From an optimization exercise on the open Yosys and OpenROAD flow, aimed at small area; shortcuts taken in it are not production practice.
In this exercise RTL edits were held to simulation tests only and were not proved equivalent to the original.
Power is estimated from default activity; no workload was simulated.

== job 7070 ==
// ow_master
module ow_master (
    input  wire        clk,
    input  wire        rst,
    input  wire        cmd_valid,
    output wire        cmd_ready,
    input  wire [31:0] cmd,
    output reg         done,
    output wire [7:0]  status,
    output reg  [7:0]  result,
    output wire        faulted,
    output wire [7:0]  fault_reason,
    output wire        ev_valid,
    input  wire        ev_ready,
    output wire [2:0]  ev_kind,
    output wire [1:0]  ev_pin,
    output wire [8:0]  ev_arg,
    input  wire        smp_level,
    output reg  [63:0] prev_rom,
    output reg  [6:0]  last_disc,
    output reg         last_dev,
    output reg  [2:0]  dev_count,
    input  wire [1:0]  dl_idx,
    output wire [63:0] dl_rom,
    output wire [1:0]  dl_pin,
    output reg  [63:0] rx_rom
);
    localparam [7:0] OW_INIT = 8'h20, OW_RESET = 8'h21, OW_READ_BIT = 8'h22,
                     OW_WRITE_BIT = 8'h23, OW_READ = 8'h24, OW_WRITE = 8'h25,
  ...
export LEC_CHECK = 0
export CAP_MARGIN = 20
export CORE_MARGIN = 2
export CORE_UTILIZATION = 40
export SLEW_MARGIN = 20
create_clock -name core_clock -period 10.0 [get_ports {clk}]
standard.sh (not shown) runs the stock make flow with config.mk's settings and CLKGATE_MAP_FILE= SYNTH_SCRIPT=/design/flow/synth_recipe.tcl, a recipe that flattens the netlist after the stock synthesis.
==> flow/flow/run.sh <==
#!/bin/bash
# Layout flow: the standard ORFS flow (standard.sh) with three changes:
# - synthesis maps the logic with an area-oriented ABC script
#   (flow/abc_area_nf.script) instead of ORFS's delay-oriented one; the
#   registers are mapped before ABC runs, so they are the same as the
#   standard synthesis's;
# - the port buffers are the smallest buffer (buf_1);
# - clock tree synthesis uses clkbuf_8 buffers and no dummy loads.
set -euo pipefail
here=$(pwd)
{
  echo 'proc synth {args} { yosys synth -nofsm -noshare {*}$args }'
  echo "proc abc {args} { set i [lsearch \$args -script]; lset args [expr {\$i+1}] $here/flow/abc_area_nf.script; yosys abc {*}\$args }"
  tail -n +2 synth_recipe.tcl
} > synth_area.tcl
bash standard.sh \
  SYNTH_SCRIPT="$here/synth_area.tcl" \
  BUFFER_PORTS_ARGS="-buffer_cell sky130_fd_sc_hd__buf_1" \
  CTS_ARGS="-sink_clustering_enable -repair_clock_nets -dont_use_dummy_load -buf_list {sky130_fd_sc_hd__clkbuf_4 sky130_fd_sc_hd__clkbuf_8} -sink_clustering_size 16 -sink_clustering_max_diameter 60" \
  finish > make_finish.log 2>&1
==> flow/flow/abc_area_nf.script <==
&get -n
&st
&dch
&nf -R 1000
&put
diff inputs: job 7070 => job 6656
--- a/flow/flow/run.sh
+++ b/flow/flow/run.sh
@@ -17,4 +17,4 @@
   SYNTH_SCRIPT="$here/synth_area.tcl" \
   BUFFER_PORTS_ARGS="-buffer_cell sky130_fd_sc_hd__buf_1" \
-  CTS_ARGS="-sink_clustering_enable -repair_clock_nets -dont_use_dummy_load -buf_list {sky130_fd_sc_hd__clkbuf_4 sky130_fd_sc_hd__clkbuf_8} -sink_clustering_size 16 -sink_clustering_max_diameter 60" \
+  CTS_ARGS="-sink_clustering_enable -repair_clock_nets -dont_use_dummy_load -buf_list \"sky130_fd_sc_hd__clkbuf_4 sky130_fd_sc_hd__clkbuf_8\" -sink_clustering_size 16 -sink_clustering_max_diameter 60" \
   finish > make_finish.log 2>&1
Results
As far as average size of a mapped cell is concerned, job 6656 and job 7070 perform about the same.
From job 6656 to job 7070, fraction of synthesis flops using an asynchronous set or reset pin did not move at all.
[compare] base=job 7070 new=job 6656: routability congestion estimate roughly the same, top-level port count about even.
Comparing job 7070 with job 6656, the sequential area share after synthesis came out essentially unchanged.
Taking job 7070 as the reference, in job 6656 multiplexer area fraction after synthesis saw little to no change, gate count of the mapped netlist saw little to no change, horizontal die dimension saw little to no change.
Job 7070 and job 6656: one clean run, job 7070; the rest did not finish clean.
Input-level comparison between job 1383 and job 6656:
--- a/flow/flow/run.sh
+++ b/flow/flow/run.sh
@@ -17,4 +17,4 @@
   SYNTH_SCRIPT="$here/synth_area.tcl" \
   BUFFER_PORTS_ARGS="-buffer_cell sky130_fd_sc_hd__buf_1" \
-  CTS_ARGS="-sink_clustering_enable -repair_clock_nets -dont_use_dummy_load -buf_list \"sky130_fd_sc_hd__clkbuf_4 sky130_fd_sc_hd__clkbuf_8\" -sink_clustering_size 16 -sink_clustering_max_diameter 60" \
+  CTS_ARGS="-sink_clustering_enable -repair_clock_nets -dont_use_dummy_load -buf_list sky130_fd_sc_hd__clkbuf_8 -sink_clustering_size 22 -sink_clustering_max_diameter 45" \
   finish > make_finish.log 2>&1
Job 1383 finished end to end and its layout was clean on timing, DRC and antenna.
Area share of fa/ha/maj cells after synthesis came out exactly the same in job 6656 and job 1383.
Job 1383 against job 6656: compound-gate portion of the synthesized area stayed essentially flat; height of the die stayed essentially flat; row count stayed essentially flat.
## Diff of input files: job 9421 against job 1383
--- a/flow/flow/run.sh
+++ b/flow/flow/run.sh
@@ -17,4 +17,4 @@
   SYNTH_SCRIPT="$here/synth_area.tcl" \
   BUFFER_PORTS_ARGS="-buffer_cell sky130_fd_sc_hd__buf_1" \
-  CTS_ARGS="-sink_clustering_enable -repair_clock_nets -dont_use_dummy_load -buf_list sky130_fd_sc_hd__clkbuf_8 -sink_clustering_size 22 -sink_clustering_max_diameter 45" \
+  CTS_ARGS="-sink_clustering_enable -repair_clock_nets -dont_use_dummy_load -buf_list sky130_fd_sc_hd__clkbuf_8 -sink_clustering_size 16 -sink_clustering_max_diameter 60" \
   finish > make_finish.log 2>&1
--- a/flow/config.mk
+++ b/flow/config.mk
@@ -8,4 +8,4 @@
 export CAP_MARGIN = 20
 export CORE_MARGIN = 2
-export CORE_UTILIZATION = 40
+export CORE_UTILIZATION = 60
 export SLEW_MARGIN = 20
- Internal power contribution in job 9421 is 7.3% below job 1383.
- Between job 1383 and job 9421, power density normalized to cell area decreased.
- [job 9421 vs job 1383] minimum hold slack: higher in job 9421
- Job 9421 — number of filler instances in the final layout 45% lower, job 1383 as reference
- Non-clock buffer count (job 9421 vs. job 1383) increases slightly
- Changes observed in job 9421 relative to job 1383: sequential share of layout area increased by 1.5 points relative to the old numbers; final area decreased by about 2.6% relative to the old numbers.


Setup of run A:
ow_master, a different RTL version from the one above (not shown whole).
For scale: about 1,800 cells after synthesis, about 530 flip-flops, about 290 I/O pins, about 0.021 sq mm of cells after synthesis.
==> flow/design.v (excerpt) <==
module ow_master (
    input  wire        clk,
    input  wire        rst,
    input  wire        cmd_valid,
    output wire        cmd_ready,
    input  wire [31:0] cmd,
    output reg         done,
    output wire [7:0]  status,
    output reg  [7:0]  result,
    output wire        faulted,
    output wire [7:0]  fault_reason,
    output wire        ev_valid,
    input  wire        ev_ready,
    output wire [2:0]  ev_kind,
    output wire [1:0]  ev_pin,
    output wire [8:0]  ev_arg,
    input  wire        smp_level,
    output reg  [63:0] prev_rom,
    output reg  [6:0]  last_disc,
    output reg         last_dev,
    output reg  [2:0]  dev_count,
    input  wire [1:0]  dl_idx,
    output wire [63:0] dl_rom,
    output wire [1:0]  dl_pin,
    output reg  [63:0] rx_rom
);
Settings: LEC_CHECK=0, CAP_MARGIN=20, CORE_MARGIN=2, CORE_UTILIZATION=40, SLEW_MARGIN=20; clock period 10.0 ns.
==> flow/flow/run.sh <==
#!/bin/bash
# Layout flow: the standard ORFS flow (standard.sh) with three changes:
# - synthesis maps the logic with an area-oriented ABC script
#   (flow/abc_area_nf.script) instead of ORFS's delay-oriented one; the
#   registers are mapped before ABC runs, so they are the same as the
#   standard synthesis's;
# - the port buffers are the smallest buffer (buf_1);
# - clock tree synthesis uses clkbuf_8 buffers and no dummy loads.
set -euo pipefail
here=$(pwd)
{
  echo 'proc synth {args} { yosys synth -nofsm -noshare {*}$args }'
  echo "proc abc {args} { set i [lsearch \$args -script]; lset args [expr {\$i+1}] $here/flow/abc_area_nf.script; yosys abc {*}\$args }"
  tail -n +2 synth_recipe.tcl
} > synth_area.tcl
bash standard.sh \
  SYNTH_SCRIPT="$here/synth_area.tcl" \
  BUFFER_PORTS_ARGS="-buffer_cell sky130_fd_sc_hd__buf_1" \
  CTS_ARGS="-sink_clustering_enable -repair_clock_nets -dont_use_dummy_load -buf_list sky130_fd_sc_hd__clkbuf_8 -sink_clustering_size 16 -sink_clustering_max_diameter 100" \
  finish > make_finish.log 2>&1
Scripts as last shown in full above: flow/flow/abc_area_nf.script
Run A ended with every stage complete and zero timing, DRC or antenna violations.
## Diff of input files: run B against run A
- GPL_TIMING_DRIVEN now 0, previously not set
diff --git a/flow/flow/run.sh b/flow/flow/run.sh
--- a/flow/flow/run.sh
+++ b/flow/flow/run.sh
@@ -7,3 +7,4 @@
 # - the port buffers are the smallest buffer (buf_1);
-# - clock tree synthesis uses clkbuf_8 buffers and no dummy loads.
+# - clock tree synthesis uses clkbuf_8 buffers in clusters of up to 16
+#   sinks (100 um across) and no dummy loads.
 set -euo pipefail
--- outcome ---
Diff run A -> run B | first-iteration DRC count | down by a few percent. The highest clock frequency the design can meet of run B is lower than that of run A. Compared with run A, run B shows a data-path buffer share of cell area in the final layout that is 2.0 points higher.
> inputs changed (run B -> run C)
- GPL_TIMING_DRIVEN removed (was 0)
diff --git a/flow/flow/run.sh b/flow/flow/run.sh
--- a/flow/flow/run.sh
+++ b/flow/flow/run.sh
@@ -7,4 +7,3 @@
 # - the port buffers are the smallest buffer (buf_1);
-# - clock tree synthesis uses clkbuf_8 buffers in clusters of up to 16
-#   sinks (100 um across) and no dummy loads.
+# - clock tree synthesis uses clkbuf_8 buffers and no dummy loads.
 set -euo pipefail
@@ -19,3 +18,3 @@
   BUFFER_PORTS_ARGS="-buffer_cell sky130_fd_sc_hd__buf_1" \
-  CTS_ARGS="-sink_clustering_enable -repair_clock_nets -dont_use_dummy_load -buf_list sky130_fd_sc_hd__clkbuf_8 -sink_clustering_size 16 -sink_clustering_max_diameter 100" \
+  CTS_ARGS="-sink_clustering_enable -repair_clock_nets -dont_use_dummy_load -buf_list sky130_fd_sc_hd__clkbuf_8 -sink_clustering_size 16 -sink_clustering_max_diameter 60" \
   finish > make_finish.log 2>&1
==> comparison <==
- The final layout from run C, which completed every stage, passed the timing, DRC and antenna checks at the end of the flow.
- Compared with run B, in run C ratio of final minimum period to clock period down 5.8 points; average wire length per cell after detail routing up 1.3%; fraction of area in registers up 1.0 points; number of clock buffer instances in the layout up 8; cell area after layout down 440 sq um.
- Looking at run C and run B, the all-layer global routing usage is a wash.
- Fmax: run C better than run B
- In run C the total met2 wirelength after detailed routing turned out 0.44% higher than in run B.
- Changes observed in run C relative to run B: total power went up by 2.0%, transition time at the pin with the least slew margin -0.075 ns.

-- afterwards: timing with drivers on the ports --
No port has a modelled driver above. Below, the same layouts with a new extraction and two added sets of constraints.
Step 1 sets driving cells, clkbuf_16 on the clock port and buf_2 on the other inputs (assumed; they add their load-dependent delay and slew).
Step 2 times the ports against the registers' clock, not the clock port: input delays grow and output delays shrink by t, the midpoint of the rising clock arrivals with the driver on.
Slacks: ideal ports / drivers / drivers and shift; pairs: ideal ports / drivers.
run | t, ns | setup WS [ns] | clock arrival spread, ns | worst slew at a driven data input, ns | pins driven straight from the clock port
job 7070 | 0.678 | 3.540 / 3.479 / 3.889 | 0.120 / 0.120 | 0.04 | 1
job 1383 | 0.695 | 3.470 / 3.405 / 3.814 | 0.093 / 0.093 | 0.04 | 1
job 9421 | 0.616 | 3.416 / 3.362 / 3.804 | 0.074 / 0.074 | 0.06 | 1
run A | 0.679 | 2.965 / 2.906 / 3.585 | 0.079 / 0.080 | 0.05 | 1
run B | 0.660 | 2.325 / 2.272 / 2.932 | 0.095 / 0.095 | 0.05 | 1
run C | 0.678 | 2.908 / 2.856 / 3.534 | 0.064 / 0.063 | 0.05 | 1
After both steps setup and hold are still met in every run listed.
